This is an optimization exercise on Yosys and OpenROAD, whose aim is small area, a short achievable clock period and few clock cycles per item, not a production implementation.
RTL that was checked went through simulation tests only; none was proved equivalent to the original.
Only the layout flow was run in runs 1 to 3; the RTL was not checked for function there.
Power figures rest on the tool's default switching activity, not on a simulated workload.

==> flow/design.v (outline; a module is shown in full before it is edited, if it fits) <==
// module hse_huff_rom: 1391 lines
// module hse_item_coder: 132 lines
// module hse_bv_enc: 114 lines
module hse_bv_enc (
    input  wire        clk,
    input  wire        rst,        
    input  wire        in_valid,
    output wire        in_ready,
    input  wire [1:0]  in_op,      
    input  wire [5:0]  in_tbl,
    input  wire [13:0] in_a,
    input  wire [13:0] in_b,
    input  wire        in_sa,
    input  wire        in_sb,
    output wire        out_valid,
    output wire [7:0]  out_byte,
    output wire        err
);
  // ...
==> flow/run.sh <==
#!/bin/bash
# synth_recipe.tcl (not shown) runs the flow's synth.tcl, then flattens the netlist and writes it again
# the make line also repeats each setting of config.mk as NAME=value (left out here)
make -C /OpenROAD-flow-scripts/flow DESIGN_CONFIG=/design/flow/config.mk WORK_HOME=/design/flow/orfs CLKGATE_MAP_FILE= SYNTH_SCRIPT=/design/flow/synth_recipe.tcl finish
==> flow/config.mk <==
export PLATFORM = sky130hd
export DESIGN_NAME = hse_bv_enc
export DESIGN_NICKNAME = hse_bv_enc
export VERILOG_FILES = /design/flow/design.v
export SDC_FILE = /design/flow/constraint.sdc
export NUM_CORES = 4
export LEC_CHECK = 0
export CAP_MARGIN = 10
export CORE_MARGIN = 2
export CORE_UTILIZATION = 25
export PLACE_DENSITY = 0.4
export SLEW_MARGIN = 10
==> flow/constraint.sdc <==
create_clock -name core_clock -period 14.0 [get_ports {clk}]
set_input_delay 2.8000 -clock core_clock [delete_from_list [all_inputs] [get_ports {clk}]]
set_output_delay 2.8000 -clock core_clock [all_outputs]
set_load 0.01 [all_outputs]
==> flow_summary.ini, run 1 <==
[yosys]
yosys_warnings = 3

[status]
haltStage = synthesis
outcome = aborted with a tool error
first-error = ERROR: TCL interpreter returned an error: Source files actually used in the design:
==> inputs of run 2 (changes only) <==
--- a/flow/config.mk
+++ b/flow/config.mk
@@ -8,5 +8,5 @@
 export CAP_MARGIN = 10
 export CORE_MARGIN = 2
-export CORE_UTILIZATION = 25
-export PLACE_DENSITY = 0.4
+export CORE_UTILIZATION = 15
+export PLACE_DENSITY = 0.3
 export SLEW_MARGIN = 10
==> run 2 against run 1 <==
The run again fails in synthesis.
==> flow_summary.ini, run 2 <==
[status]
outcome = aborted with a tool error
haltStage = synthesis
first-error = ERROR: TCL interpreter returned an error: Source files actually used in the design:

[yosys]
yosys_warnings = 3
==> inputs of run 3 (changes only) <==
--- a/flow/config.mk
+++ b/flow/config.mk
@@ -8,5 +8,5 @@
 export CAP_MARGIN = 10
 export CORE_MARGIN = 2
-export CORE_UTILIZATION = 15
-export PLACE_DENSITY = 0.3
+export CORE_UTILIZATION = 20
+export PLACE_DENSITY = 0.35
 export SLEW_MARGIN = 10
==> run 3 against run 2 <==
The flow again stops in synthesis.
==> flow_summary.ini, run 3 <==
[yosys]
yosys_warnings = 3

[status]
haltStage = synthesis
first-error = ERROR: TCL interpreter returned an error: Source files actually used in the design:
outcome = aborted with a tool error
==> module hse_item_coder, before the edit <==
module hse_item_coder (
    input  wire [1:0]  op,       
    input  wire [5:0]  tbl,
    input  wire [3:0]  ti,       
    input  wire [13:0] a,
    input  wire [13:0] b,
    input  wire        a_big,    
    input  wire        b_big,    
    input  wire        sa,
    input  wire        sb,
    input  wire [5:0]  room,
    output wire [44:0] word,
    output wire [5:0]  nbits,
    output wire        bad,
    output wire        fits
);
    wire is_pair = (op == 2'd0);
    wire is_quad = (op == 2'd1);
    wire t_zero = (tbl == 6'd0);
    wire t_bad  = (tbl == 6'd4) || tbl[5];
    wire esc    = tbl[4] || (tbl == 6'd14);
    reg [3:0]  xmax;
    reg [3:0]  lb;                  
    reg [12:0] lmask;               
    always @(*) begin
        case (tbl[3:0])
            4'd1:                xmax = 4'd1;
            4'd2, 4'd3:          xmax = 4'd2;
            4'd5, 4'd6:          xmax = 4'd3;
            4'd7, 4'd8, 4'd9:    xmax = 4'd5;
            4'd10, 4'd11, 4'd12: xmax = 4'd7;
            default:             xmax = 4'd15;
        endcase
        case ({tbl[4], tbl[3:0]})
            5'd14, 5'd16: lb = 4'd1;
            5'd17: lb = 4'd2;
            5'd18: lb = 4'd3;
            5'd19: lb = 4'd4;
            5'd20: lb = 4'd6;
            5'd21: lb = 4'd8;
            5'd22: lb = 4'd10;
            5'd23: lb = 4'd13;
            5'd24: lb = 4'd4;
            5'd25: lb = 4'd5;
            5'd26: lb = 4'd6;
            5'd27: lb = 4'd7;
            5'd28: lb = 4'd8;
            5'd29: lb = 4'd9;
            5'd30: lb = 4'd11;
            5'd31: lb = 4'd13;
            default: lb = 4'd0;
        endcase
        lmask = ~((13'd1 << lb) - 13'd1);
    end
    wire        a_esc = esc && a_big;
    wire        b_esc = esc && b_big;
    wire [13:0] a_exc = a - 14'd15;
    wire [13:0] b_exc = b - 14'd15;
    wire        a_nz  = (a != 14'd0);
    wire        b_nz  = (b != 14'd0);
    wire        a_bad = esc ? (a_esc && (a_exc[13] || (a_exc[12:0] & lmask) != 13'd0))
                            : ((a[13:4] != 10'd0) || (a[3:0] > xmax));
    wire        b_bad = esc ? (b_esc && (b_exc[13] || (b_exc[12:0] & lmask) != 13'd0))
                            : ((b[13:4] != 10'd0) || (b[3:0] > xmax));
    wire [3:0]  xs = a_esc ? 4'd15 : a[3:0];
    wire [3:0]  ys = b_esc ? 4'd15 : b[3:0];
    wire [6:0] pcode;
    wire [4:0] plen;
    hse_huff_rom u_rom (
        .ti  (ti),
        .x   (xs),
        .y   (ys),
        .code(pcode),
        .len (plen)
    );
    wire [13:0] xv   = a_esc ? {a_exc[12:0], sa} : {13'd0, sa && a_nz};
    wire [13:0] yv   = b_esc ? {b_exc[12:0], sb} : {13'd0, sb && b_nz};
    wire [3:0]  xl   = a_esc ? lb + 4'd1 : {3'd0, a_nz};
    wire [3:0]  yl   = b_esc ? lb + 4'd1 : {3'd0, b_nz};
    wire [27:0] pext = ({14'd0, xv} << yl) | {14'd0, yv};
    wire [4:0]  pxb  = {1'b0, xl} + {1'b0, yl};
    wire        pair_on = !t_zero && !t_bad;
    reg [5:0] qcode;
    reg [2:0] qlen;
    always @(*) begin
        if (tbl[0]) begin                  
            qcode = {2'b00, ~a[3:0]};
            qlen  = 3'd4;
        end else begin                     
            case (a[3:0])
                4'd0:  begin qcode = 6'b000001; qlen = 3'd1; end
                4'd1:  begin qcode = 6'b000101; qlen = 3'd4; end
                4'd2:  begin qcode = 6'b000100; qlen = 3'd4; end
                4'd3:  begin qcode = 6'b000101; qlen = 3'd5; end
                4'd4:  begin qcode = 6'b000110; qlen = 3'd4; end
                4'd5:  begin qcode = 6'b000101; qlen = 3'd6; end
                4'd6:  begin qcode = 6'b000100; qlen = 3'd5; end
                4'd7:  begin qcode = 6'b000100; qlen = 3'd6; end
                4'd8:  begin qcode = 6'b000111; qlen = 3'd4; end
                4'd9:  begin qcode = 6'b000011; qlen = 3'd5; end
                4'd10: begin qcode = 6'b000110; qlen = 3'd5; end
                4'd11: begin qcode = 6'b000000; qlen = 3'd6; end
                4'd12: begin qcode = 6'b000111; qlen = 3'd5; end
                4'd13: begin qcode = 6'b000010; qlen = 3'd6; end
                4'd14: begin qcode = 6'b000011; qlen = 3'd6; end
                default: begin qcode = 6'b000001; qlen = 3'd6; end
            endcase
        end
    end
    reg [3:0] qext;
    reg [2:0] qxb;
    integer   m;
    always @(*) begin
        qext = 4'd0;
        qxb  = 3'd0;
        for (m = 3; m >= 0; m = m - 1) begin
            if (a[m]) begin
                qext = {qext[2:0], b[m]};
                qxb  = qxb + 3'd1;
            end
        end
    end
    wire [4:0]  xb   = is_pair ? (pair_on ? pxb : 5'd0) : (is_quad ? {2'd0, qxb} : 5'd0);
    wire [27:0] ext  = is_pair ? (pair_on ? pext : 28'd0) : (is_quad ? {24'd0, qext} : 28'd0);
    wire [6:0]  cv   = is_pair ? (pair_on ? pcode : 7'd0) : (is_quad ? {1'b0, qcode} : 7'd0);
    wire [4:0]  cl   = is_pair ? (pair_on ? plen : 5'd0) : (is_quad ? {2'd0, qlen} : 5'd0);
    assign word  = ({38'd0, cv} << xb) | {17'd0, ext};
    assign nbits = {1'b0, cl} + {1'b0, xb};
    assign bad   = (op == 2'd3) || (is_pair && (t_bad || (!t_zero && (a_bad || b_bad))));
    wire [6:0] left = {1'b0, room} - {2'd0, xb};
    assign fits  = !left[6] && ({2'd0, cl} <= left[5:0]);
endmodule
==> module hse_bv_enc, before the edit <==
module hse_bv_enc (
    input  wire        clk,
    input  wire        rst,        
    input  wire        in_valid,
    output wire        in_ready,
    input  wire [1:0]  in_op,      
    input  wire [5:0]  in_tbl,
    input  wire [13:0] in_a,
    input  wire [13:0] in_b,
    input  wire        in_sa,
    input  wire        in_sb,
    output wire        out_valid,
    output wire [7:0]  out_byte,
    output wire        err
);
    localparam C = 56;             
    reg        r1v;
    reg [1:0]  r1op;
    reg [5:0]  r1tbl;
    reg [3:0]  r1ti;
    reg [13:0] r1a, r1b;
    reg        r1ab, r1bb;
    reg        r1sa, r1sb;
    wire [3:0] in_ti = (in_tbl[5:4] != 2'd0) ? (in_tbl[3] ? 4'd0 : 4'd14) : in_tbl[3:0];
    reg [C-1:0] acc;
    reg [5:0]   q;                 
    reg         ov;                
    reg [5:0]   fr;                
    reg         rdy;
    reg         err_r;
    reg        r2v;
    reg        r2f;                
    reg [44:0] r2w;
    reg [5:0]  r2n;
    wire [44:0] word;
    wire [5:0]  nbits;
    wire        bad;
    wire        c_fits;
    assign in_ready  = rdy;
    assign out_valid = ov;
    assign out_byte  = acc[C-1:C-8];
    assign err       = err_r;
    wire         take = in_valid && rdy;
    wire [5:0]   q1   = ov ? q - 6'd8 : q;              
    wire [C-1:0] acc1 = ov ? {acc[C-9:0], 8'd0} : acc;
    wire         fits = r2f || (r2n <= fr);
    wire         m2   = r2v && fits;                    
    wire         m1   = r1v && !err_r && (!r2v || m2);  
    wire [5:0]   q1up = (q1 + 6'd7) & 6'b111000;
    wire [5:0]   q_n  = !m2 ? q1 : (r2f ? q1up : q1 + r2n);
    wire [5:0]   sh   = fr - r2n;
    wire [C-1:0] ins  = {{(C-45){1'b0}}, r2w} << sh;
    wire [C-1:0] acc_n = (m2 && !r2f) ? (acc1 | ins) : acc1;
    wire         ov_n = (q_n >= 6'd8);
    wire [5:0]   fr_n = (C - q_n) + (ov_n ? 6'd8 : 6'd0);
    hse_item_coder u_coder (
        .op   (r1op),
        .tbl  (r1tbl),
        .ti   (r1ti),
        .a    (r1a),
        .b    (r1b),
        .a_big(r1ab),
        .b_big(r1bb),
        .sa   (r1sa),
        .sb   (r1sb),
        .room (fr_n),
        .word (word),
        .nbits(nbits),
        .bad  (bad),
        .fits (c_fits)
    );
    wire       err_n = err_r || (m1 && bad);
    wire       r2v_n = (m1 && !bad) || (r2v && !m2);
    wire       r1v_n = take || (r1v && !m1);
    wire       fits_n = m1 ? ((r1op == 2'd2) || c_fits) : (r2f || (r2n <= fr_n));
    wire       rdy_n = !err_n && (!r1v_n || !r2v_n || fits_n);
    always @(posedge clk) begin
        if (rst) begin
            r1v   <= 1'b0;
            r2v   <= 1'b0;
            q     <= 6'd0;
            ov    <= 1'b0;
            fr    <= C;
            rdy   <= 1'b0;
            err_r <= 1'b0;
            acc   <= {C{1'b0}};
        end else begin
            r1v   <= r1v_n && !err_n;
            r2v   <= r2v_n;
            q     <= q_n;
            ov    <= ov_n;
            fr    <= fr_n;
            rdy   <= rdy_n;
            err_r <= err_n;
            acc   <= acc_n;
        end
        if (take) begin
            r1op  <= in_op;
            r1tbl <= in_tbl;
            r1ti  <= in_ti;
            r1a   <= in_a;
            r1b   <= in_b;
            r1ab  <= (in_a >= 14'd15);
            r1bb  <= (in_b >= 14'd15);
            r1sa  <= in_sa;
            r1sb  <= in_sb;
        end
        if (m1) begin
            r2w <= word;
            r2n <= nbits;
            r2f <= (r1op == 2'd2);
        end
    end
endmodule
==> inputs of run 4 (changes only) <==
--- a/flow/design.v
+++ b/flow/design.v
@@ -1394,15 +1394,21 @@
     input  wire [5:0]  tbl,
     input  wire [3:0]  ti,       
+    input  wire        esc,      
     input  wire [13:0] a,
     input  wire [13:0] b,
-    input  wire        a_big,    
-    input  wire        b_big,    
+    input  wire        a_esc,    
+    input  wire        b_esc,    
+    input  wire        a_nz,     
+    input  wire        b_nz,     
+    input  wire [3:0]  xl,       
+    input  wire [3:0]  yl,       
     input  wire        sa,
     input  wire        sb,
-    input  wire [5:0]  room,
-    output wire [44:0] word,
-    output wire [5:0]  nbits,
-    output wire        bad,
-    output wire        fits
+    output wire [6:0]  cv,
+    output wire [4:0]  cl,
+    output wire [27:0] ext,
+    output wire [4:0]  xb,
+    output wire [4:0]  cmax,
+    output wire        bad
 );
     wire is_pair = (op == 2'd0);
@@ -1410,8 +1416,8 @@
     wire t_zero = (tbl == 6'd0);
     wire t_bad  = (tbl == 6'd4) || tbl[5];
-    wire esc    = tbl[4] || (tbl == 6'd14);
     reg [3:0]  xmax;
     reg [3:0]  lb;                  
     reg [12:0] lmask;               
+    reg [4:0]  maxl;                
     always @(*) begin
         case (tbl[3:0])
@@ -1443,17 +1449,28 @@
         endcase
         lmask = ~((13'd1 << lb) - 13'd1);
+        case (ti)
+            4'd1:         maxl = 5'd3;
+            4'd2, 4'd3:   maxl = 5'd6;
+            4'd5:         maxl = 5'd8;
+            4'd6:         maxl = 5'd7;
+            4'd7:         maxl = 5'd11;
+            4'd8:         maxl = 5'd10;
+            4'd9:         maxl = 5'd8;
+            4'd10:        maxl = 5'd12;
+            4'd11:        maxl = 5'd11;
+            4'd12:        maxl = 5'd10;
+            4'd15:        maxl = 5'd14;
+            4'd0:         maxl = 5'd13;
+            default:      maxl = 5'd17;
+        endcase
     end
-    wire        a_esc = esc && a_big;
-    wire        b_esc = esc && b_big;
     wire [13:0] a_exc = a - 14'd15;
     wire [13:0] b_exc = b - 14'd15;
-    wire        a_nz  = (a != 14'd0);
-    wire        b_nz  = (b != 14'd0);
     wire        a_bad = esc ? (a_esc && (a_exc[13] || (a_exc[12:0] & lmask) != 13'd0))
                             : ((a[13:4] != 10'd0) || (a[3:0] > xmax));
     wire        b_bad = esc ? (b_esc && (b_exc[13] || (b_exc[12:0] & lmask) != 13'd0))
                             : ((b[13:4] != 10'd0) || (b[3:0] > xmax));
-    wire [3:0]  xs = a_esc ? 4'd15 : a[3:0];
-    wire [3:0]  ys = b_esc ? 4'd15 : b[3:0];
+    wire [3:0]  xs = a[3:0] | {4{a_esc}};
+    wire [3:0]  ys = b[3:0] | {4{b_esc}};
     wire [6:0] pcode;
     wire [4:0] plen;
@@ -1467,9 +1484,7 @@
     wire [13:0] xv   = a_esc ? {a_exc[12:0], sa} : {13'd0, sa && a_nz};
     wire [13:0] yv   = b_esc ? {b_exc[12:0], sb} : {13'd0, sb && b_nz};
-    wire [3:0]  xl   = a_esc ? lb + 4'd1 : {3'd0, a_nz};
-    wire [3:0]  yl   = b_esc ? lb + 4'd1 : {3'd0, b_nz};
     wire [27:0] pext = ({14'd0, xv} << yl) | {14'd0, yv};
     wire [4:0]  pxb  = {1'b0, xl} + {1'b0, yl};
-    wire        pair_on = !t_zero && !t_bad;
+    wire        pair_on = is_pair && !t_zero && !t_bad;
     reg [5:0] qcode;
     reg [2:0] qlen;
@@ -1512,13 +1527,10 @@
         end
     end
-    wire [4:0]  xb   = is_pair ? (pair_on ? pxb : 5'd0) : (is_quad ? {2'd0, qxb} : 5'd0);
-    wire [27:0] ext  = is_pair ? (pair_on ? pext : 28'd0) : (is_quad ? {24'd0, qext} : 28'd0);
-    wire [6:0]  cv   = is_pair ? (pair_on ? pcode : 7'd0) : (is_quad ? {1'b0, qcode} : 7'd0);
-    wire [4:0]  cl   = is_pair ? (pair_on ? plen : 5'd0) : (is_quad ? {2'd0, qlen} : 5'd0);
-    assign word  = ({38'd0, cv} << xb) | {17'd0, ext};
-    assign nbits = {1'b0, cl} + {1'b0, xb};
-    assign bad   = (op == 2'd3) || (is_pair && (t_bad || (!t_zero && (a_bad || b_bad))));
-    wire [6:0] left = {1'b0, room} - {2'd0, xb};
-    assign fits  = !left[6] && ({2'd0, cl} <= left[5:0]);
+    assign cv   = pair_on ? pcode : (is_quad ? {1'b0, qcode} : 7'd0);
+    assign cl   = pair_on ? plen  : (is_quad ? {2'd0, qlen} : 5'd0);
+    assign cmax = pair_on ? maxl  : (is_quad ? {2'd0, qlen} : 5'd0);
+    assign ext  = pair_on ? pext  : (is_quad ? {24'd0, qext} : 28'd0);
+    assign xb   = pair_on ? pxb   : (is_quad ? {2'd0, qxb} : 5'd0);
+    assign bad  = (op == 2'd3) || (is_pair && (t_bad || (!t_zero && (a_bad || b_bad))));
 endmodule
 module hse_bv_enc (
@@ -1542,59 +1554,97 @@
     reg [5:0]  r1tbl;
     reg [3:0]  r1ti;
+    reg        r1esc;
     reg [13:0] r1a, r1b;
-    reg        r1ab, r1bb;
+    reg        r1ae, r1be;         
+    reg        r1az, r1bz;         
+    reg [3:0]  r1xl, r1yl;         
     reg        r1sa, r1sb;
-    wire [3:0] in_ti = (in_tbl[5:4] != 2'd0) ? (in_tbl[3] ? 4'd0 : 4'd14) : in_tbl[3:0];
+    wire [3:0] in_ti  = (in_tbl[5:4] != 2'd0) ? (in_tbl[3] ? 4'd0 : 4'd14) : in_tbl[3:0];
+    wire       in_esc = in_tbl[4] || (in_tbl == 6'd14);
+    reg  [3:0] in_lb1;             
+    always @(*) begin
+        case (in_tbl[4:0])
+            5'd14, 5'd16: in_lb1 = 4'd2;
+            5'd17: in_lb1 = 4'd3;
+            5'd18: in_lb1 = 4'd4;
+            5'd19: in_lb1 = 4'd5;
+            5'd20: in_lb1 = 4'd7;
+            5'd21: in_lb1 = 4'd9;
+            5'd22: in_lb1 = 4'd11;
+            5'd23: in_lb1 = 4'd14;
+            5'd24: in_lb1 = 4'd5;
+            5'd25: in_lb1 = 4'd6;
+            5'd26: in_lb1 = 4'd7;
+            5'd27: in_lb1 = 4'd8;
+            5'd28: in_lb1 = 4'd9;
+            5'd29: in_lb1 = 4'd10;
+            5'd30: in_lb1 = 4'd12;
+            5'd31: in_lb1 = 4'd14;
+            default: in_lb1 = 4'd1;
+        endcase
+    end
+    wire       in_ae = in_esc && (in_a >= 14'd15);
+    wire       in_be = in_esc && (in_b >= 14'd15);
+    reg        r2v;
+    reg        r2ok;               
+    reg        r2f;                
+    reg [6:0]  r2c;                
+    reg [4:0]  r2cl;               
+    reg [27:0] r2e;                
+    reg [4:0]  r2xb;               
     reg [C-1:0] acc;
-    reg [5:0]   q;                 
     reg         ov;                
-    reg [5:0]   fr;                
+    reg [5:0]   fr;
     reg         rdy;
     reg         err_r;
-    reg        r2v;
-    reg        r2f;                
-    reg [44:0] r2w;
-    reg [5:0]  r2n;
-    wire [44:0] word;
-    wire [5:0]  nbits;
-    wire        bad;
-    wire        c_fits;
     assign in_ready  = rdy;
     assign out_valid = ov;
     assign out_byte  = acc[C-1:C-8];
     assign err       = err_r;
-    wire         take = in_valid && rdy;
-    wire [5:0]   q1   = ov ? q - 6'd8 : q;              
-    wire [C-1:0] acc1 = ov ? {acc[C-9:0], 8'd0} : acc;
-    wire         fits = r2f || (r2n <= fr);
-    wire         m2   = r2v && fits;                    
-    wire         m1   = r1v && !err_r && (!r2v || m2);  
-    wire [5:0]   q1up = (q1 + 6'd7) & 6'b111000;
-    wire [5:0]   q_n  = !m2 ? q1 : (r2f ? q1up : q1 + r2n);
-    wire [5:0]   sh   = fr - r2n;
-    wire [C-1:0] ins  = {{(C-45){1'b0}}, r2w} << sh;
-    wire [C-1:0] acc_n = (m2 && !r2f) ? (acc1 | ins) : acc1;
-    wire         ov_n = (q_n >= 6'd8);
-    wire [5:0]   fr_n = (C - q_n) + (ov_n ? 6'd8 : 6'd0);
+    wire [6:0]  cv;
+    wire [4:0]  cl;
+    wire [27:0] ext;
+    wire [4:0]  xb;
+    wire [4:0]  cmax;
+    wire        bad;
     hse_item_coder u_coder (
         .op   (r1op),
         .tbl  (r1tbl),
         .ti   (r1ti),
+        .esc  (r1esc),
         .a    (r1a),
         .b    (r1b),
-        .a_big(r1ab),
-        .b_big(r1bb),
+        .a_esc(r1ae),
+        .b_esc(r1be),
+        .a_nz (r1az),
+        .b_nz (r1bz),
+        .xl   (r1xl),
+        .yl   (r1yl),
         .sa   (r1sa),
         .sb   (r1sb),
-        .room (fr_n),
-        .word (word),
-        .nbits(nbits),
-        .bad  (bad),
-        .fits (c_fits)
+        .cv   (cv),
+        .cl   (cl),
+        .ext  (ext),
+        .xb   (xb),
+        .cmax (cmax),
+        .bad  (bad)
     );
+    wire         take = in_valid && rdy;
+    wire [C-1:0] acc1 = ov ? {acc[C-9:0], 8'd0} : acc;
+    wire [6:0]   d    = {1'b0, fr} - {2'd0, r2xb} - {2'd0, r2cl};    
+    wire         m2   = r2v && r2ok;                    
+    wire         m1   = r1v && !err_r && (!r2v || m2);  
+    wire [5:0]   shc  = fr - {1'b0, r2cl};
+    wire [C-1:0] ins  = ({{(C-28){1'b0}}, r2e} << d[5:0]) | ({{(C-7){1'b0}}, r2c} << shc);
+    wire [C-1:0] acc_n = (m2 && !r2f) ? (acc1 | ins) : acc1;
+    wire [5:0]   base = !m2 ? fr : (r2f ? {fr[5:3], 3'd0} : d[5:0]);
+    wire         ov_n = (base <= C - 8);
+    wire [5:0]   fr_n = base + (ov_n ? 6'd8 : 6'd0);
     wire       err_n = err_r || (m1 && bad);
     wire       r2v_n = (m1 && !bad) || (r2v && !m2);
     wire       r1v_n = take || (r1v && !m1);
-    wire       fits_n = m1 ? ((r1op == 2'd2) || c_fits) : (r2f || (r2n <= fr_n));
+    wire [5:0] k      = m1 ? ((r1op == 2'd2) ? 6'd0 : {1'b0, xb} + {1'b0, cmax})
+                           : (r2f ? 6'd0 : {1'b0, r2xb} + {1'b0, r2cl});
+    wire       fits_n = (fr_n >= k);
     wire       rdy_n = !err_n && (!r1v_n || !r2v_n || fits_n);
     always @(posedge clk) begin
@@ -1602,5 +1652,5 @@
             r1v   <= 1'b0;
             r2v   <= 1'b0;
-            q     <= 6'd0;
+            r2ok  <= 1'b0;
             ov    <= 1'b0;
             fr    <= C;
@@ -1611,5 +1661,5 @@
             r1v   <= r1v_n && !err_n;
             r2v   <= r2v_n;
-            q     <= q_n;
+            r2ok  <= fits_n;
             ov    <= ov_n;
             fr    <= fr_n;
@@ -1618,19 +1668,26 @@
             acc   <= acc_n;
         end
-        if (take) begin
+        if (rdy) begin
             r1op  <= in_op;
             r1tbl <= in_tbl;
             r1ti  <= in_ti;
+            r1esc <= in_esc;
             r1a   <= in_a;
             r1b   <= in_b;
-            r1ab  <= (in_a >= 14'd15);
-            r1bb  <= (in_b >= 14'd15);
+            r1ae  <= in_ae;
+            r1be  <= in_be;
+            r1az  <= (in_a != 14'd0);
+            r1bz  <= (in_b != 14'd0);
+            r1xl  <= in_ae ? in_lb1 : {3'd0, in_a != 14'd0};
+            r1yl  <= in_be ? in_lb1 : {3'd0, in_b != 14'd0};
             r1sa  <= in_sa;
             r1sb  <= in_sb;
         end
         if (m1) begin
-            r2w <= word;
-            r2n <= nbits;
-            r2f <= (r1op == 2'd2);
+            r2c  <= cv;
+            r2cl <= cl;
+            r2e  <= ext;
+            r2xb <= xb;
+            r2f  <= (r1op == 2'd2);
         end
     end
==> flow/flow/run.sh (new file) <==
#!/bin/bash
# Layout flow: the standard flow, with its synthesis unchanged
# (standard.sh synth), then the rest of the standard flow with two changes:
#  - repair_timing aims at a larger setup slack (SETUP_SLACK_MARGIN, from
#    flow/margin.txt), so that the timing repair keeps shortening paths the
#    14 ns clock alone would accept;
#  - the buffer that the flow puts on every input and output port is a
#    sky130_fd_sc_hd__buf_4 instead of the delay buffer buffer_ports picks.
# The clock, the constraints and every other step are the standard ones.
# Each step's log is written next to this script's work folder.
set -euo pipefail
MARGIN=$(tr -d ' \n' < flow/margin.txt)
bash standard.sh synth > flow_synth.log 2>&1
sed "s|\"\${@:-finish}\"|SETUP_SLACK_MARGIN=$MARGIN 'BUFFER_PORTS_ARGS=-buffer_cell sky130_fd_sc_hd__buf_4' \"\${@:-finish}\"|" standard.sh > standard_margin.sh
bash standard_margin.sh > flow_layout.log 2>&1
==> flow/flow/margin.txt (new file) <==
9.8
==> flow/standard.sh (new file) <==
#!/bin/bash
# synth_recipe.tcl (not shown) runs the flow's synth.tcl, then flattens the netlist and writes it again
# the make line also repeats each setting of config.mk as NAME=value (left out here)
make -C /OpenROAD-flow-scripts/flow DESIGN_CONFIG=/design/flow/config.mk WORK_HOME=/design/flow/orfs CLKGATE_MAP_FILE= SYNTH_SCRIPT=/design/flow/synth_recipe.tcl "${@:-finish}"
--- a/flow/config.mk
+++ b/flow/config.mk
@@ -11,2 +11,4 @@
 export PLACE_DENSITY = 0.35
 export SLEW_MARGIN = 10
+export SYNTH_MEMORY_MAX_BITS = 65536
+export TNS_END_PERCENT = 0
removed: flow/run.sh
==> run 4 against run 3 <==
Now clean on timing, DRC and antenna.
==> flow_summary.ini, run 4 <==
[status]
outcome = finished clean

[place]
dpl.hpwl_um = 197000
portBuffers = 51
gp_congestion = 1.12
pre_cts_slack_ns = 7.36
post_dp_cell_area_um2 = 32800

[power]
finalPower_mw = 4.41
leakagePower_nw = 11.8
power_density_nw_per_um2 = 123
vdd_ir_drop_max_mv = 0.115

[timing]
fin_crit_sh = 0.342
setup_viol = 0
tightestPinTransition_ns = 1.44
slew_violations = 0
fmax_mhz = 209
grt_setup_unrepaired = yes
clock_skew_ns = 0.0166
slew_headroom = 0.0342
fin_tns_setup_ns = 0
worst_slack_ns = 9.21
finalCriticalPeriod_ns = 4.79
hold_viol_final = 0

[yosys]
ys_seq_area_frac = 0.159
syn_area_um2 = 30100
yosys-top-cells-count = 401 x a21oi_1, 358 x o21ai_0, 326 x nor2_1
synth_nets = 4327
yosys_warnings = 3
synth_cells = 4172
yosys_register_bits = 188
postSynthAreaPerCell_um2 = 7.22
yosysTopAreaCell = edfxtp_1
async_flop_share = 0
ys.flop_type = edfxtp_1
synth_edf_count = 101
post-synth-top-area-fraction = 0.101
synthTopCellsByArea = edfxtp_1 10%, a21oi_1 6.7%, o21ai_0 6.0%
synth.most_common_cell = a21oi_1
ys_types = 122

[detailed_routing]
post-route-drc-count = 0
wl_per_cell_um = 47.1
first_pass_iters = 9
ant_nets = 0
first_iter_violations = 7602
routed_wl_um = 288000
via_per_inst = 7.00
num_vias = 42900

[floorplanning]
start_util = 0.201
ios = 52
die_w_um = 392
fp.coreArea_um2 = 150000
die_height_um = 392
rows = 142
dieArea_um2 = 154000

[layout]
nNetsFinal = 4209
largest_reg_flops = 56
biggestRegsByFlops = acc: 56 flops, r2e: 28 flops
final_common_cell = a21oi_1
regMostFlops = acc
finalCoreUtilization = 0.239
layout_common_cells = 386 x a21oi_1, 338 x o21ai_0, 309 x nand2_1
drive_above_1_share = 0.186
fill_cells = 16800
syn2layout_area_growth_pct = 18.7
design_area_um2 = 35700

[worst_setup_path]
crit_type = flop to flop
cp.arrival_ns = 5.03
critPathMaxFanout = 61
critPathLaunchType = flop
slowest_stage = or3b_1
reg2reg_to = r2c[3]
cp_slowest_stage_delay_ns = 1.10
reg2reg_depth = 9
path_cells = buf_12 > or3b_1 > buf_4 > a21oi_1 > nand2_1 > o21ai_2 > o211ai_1 > o211ai_1 > a21o_1
r2r_slack_ns = 9.21
path_common_cell = o211ai_1
required_ns = 14.23
critPathCaptureType = flop
reg2reg_from = r1ae

[clocking]
h-tree-depth = 4
cts.sinks = 188
clock_path_buffers = 2
root_buffer = clkbuf_16
cts_buffers = 17
cts_tree = yes
clock_latency_ns = 0.52
path_clk_slew_ns = 0.08

[global_route]
antenna_found_initial = 50
grt_max_degree = 111
grt_pass1_wl_um = 374000
grt_pass1_vias = 38200
use_met2 = 0.466
met3_usage = 0.196
grt_busiest_layer = met2
track_usage = 0.360
grt_util_met1 = 0.442
grt.overflow.total = 0

[min_path]
hold_end = acc[2]
worstHoldStart = acc[2]
holdCritPathClass = flop to flop
holdPathStages = 2

[job]
cap_violations = 0
run 4: area by class of cell:
type	count	area (um2)	share of cell area
Antenna cell	43	108	0.00301
Clock buffer	17	425	0.0119
Clock inverter	15	134	0.00375
Inverter	78	330	0.00925
Multi-Input combinational cell	3426	24100	0.674
Sequential cell	188	4780	0.134
Tap cell	2016	2520	0.0706
Timing Repair Buffer	343	3350	0.0937
run 4: critical path, delay by kind of cell (launching register included):
family	cells	cell delay, ns
AO/OA/AOI/OAI	5	1.64
AND/OR/NAND/NOR	2	1.23
buffers and inverters	2	1.10
flip-flops	1	0.45
run 4: cell families after synthesis:
family / count (synthesis) / synth area share
buf+inv: 561 / 0.0883
xor+xnor: 54 / 0.0166
flops: 188 / 0.159
mux: 179 / 0.0751
fa+ha+maj: 114 / 0.0501
simple gates: 1330 / 0.222
compound gates: 1746 / 0.389
run 4: what timing repair did:
item	CTS	global route
gates resized for setup	231	132
pin swaps	26	32
gates cloned	8	3
hold endpoints to repair	0	0
setup endpoints to repair	81	76
buffers inserted	25	21
hold buffers	0	0
run 4: worst max path at each step:
| stage | from | end | slack, ns | depth (start not counted) |
|---|---|---|---|---|
| final | r1ae | r2c[3] | 9.21 | 9 |
| after global routing | r1be | r2c[3] | 9.52 | 15 |
| after CTS | r1b[2] | r2c[0] | 9.60 | 14 |
| after detailed placement | r1be | r2c[2] | 7.36 | 13 |
| after global placement | r1be | r2c[2] | 7.23 | 13 |
| after floorplan | in_tbl[4] | u_coder.maxl[0] | 9.64 | 6 |
run 4: metal layers:
metal	share of wire	routed length, um
met5	0.0012	338
met4	0.091	26300
met3	0.15	42600
met2	0.37	107000
met1	0.39	112000
run 4: where the power goes:
group	total (mW)	leakage (nW)	internal (mW)	switching (mW)
registers	0.693	1.66	0.632	0.0611
logic	3.21	9.84	0.907	2.31
clock network	0.504	0.270	0.234	0.270
run 4: metrics by stage:
stage / hold WS (ns) / instances
after floorplan: 0.438 / 4172
after detailed placement: 0.459 / 5991
after global routing: 0.497 / 6087
after CTS: 0.472 / 6056
final: 0.470 / 6126
after global placement: 0.452 / 5989
Testbench counts of run 4, summed over its fixed seeds: cycles 6,951, items 6,325.

[separate check: timing with driven ports]
No port has a modelled driver above. Below, the same layout with a new extraction and two added sets of constraints. Step 1 sets driving cells, clkbuf_16 on the clock port and buf_2 on the other inputs (assumed; they add their load-dependent delay and slew). Step 2 moves the port delays by t, midway between the first and last clock arrival at a register: inputs arrive t later, outputs are due t later. That takes back most of the time a late clock gives input paths. Three values: ideal ports, drivers, drivers and shift; two values: the first two.
run: run 4
t, ns: 0.565
setup slack, ns: 9.205 / 9.205 / 9.199
slew at the worst register clock pin (ns): 0.09 / 0.09
worst slew at a driven data input, ns: 0.08
cell pins on the clock port's net: 1
After both steps run 4 still meets setup and hold. For run 4, drivers alone change the setup slack by 0.000 ns; drivers and shift together by -0.006 ns.
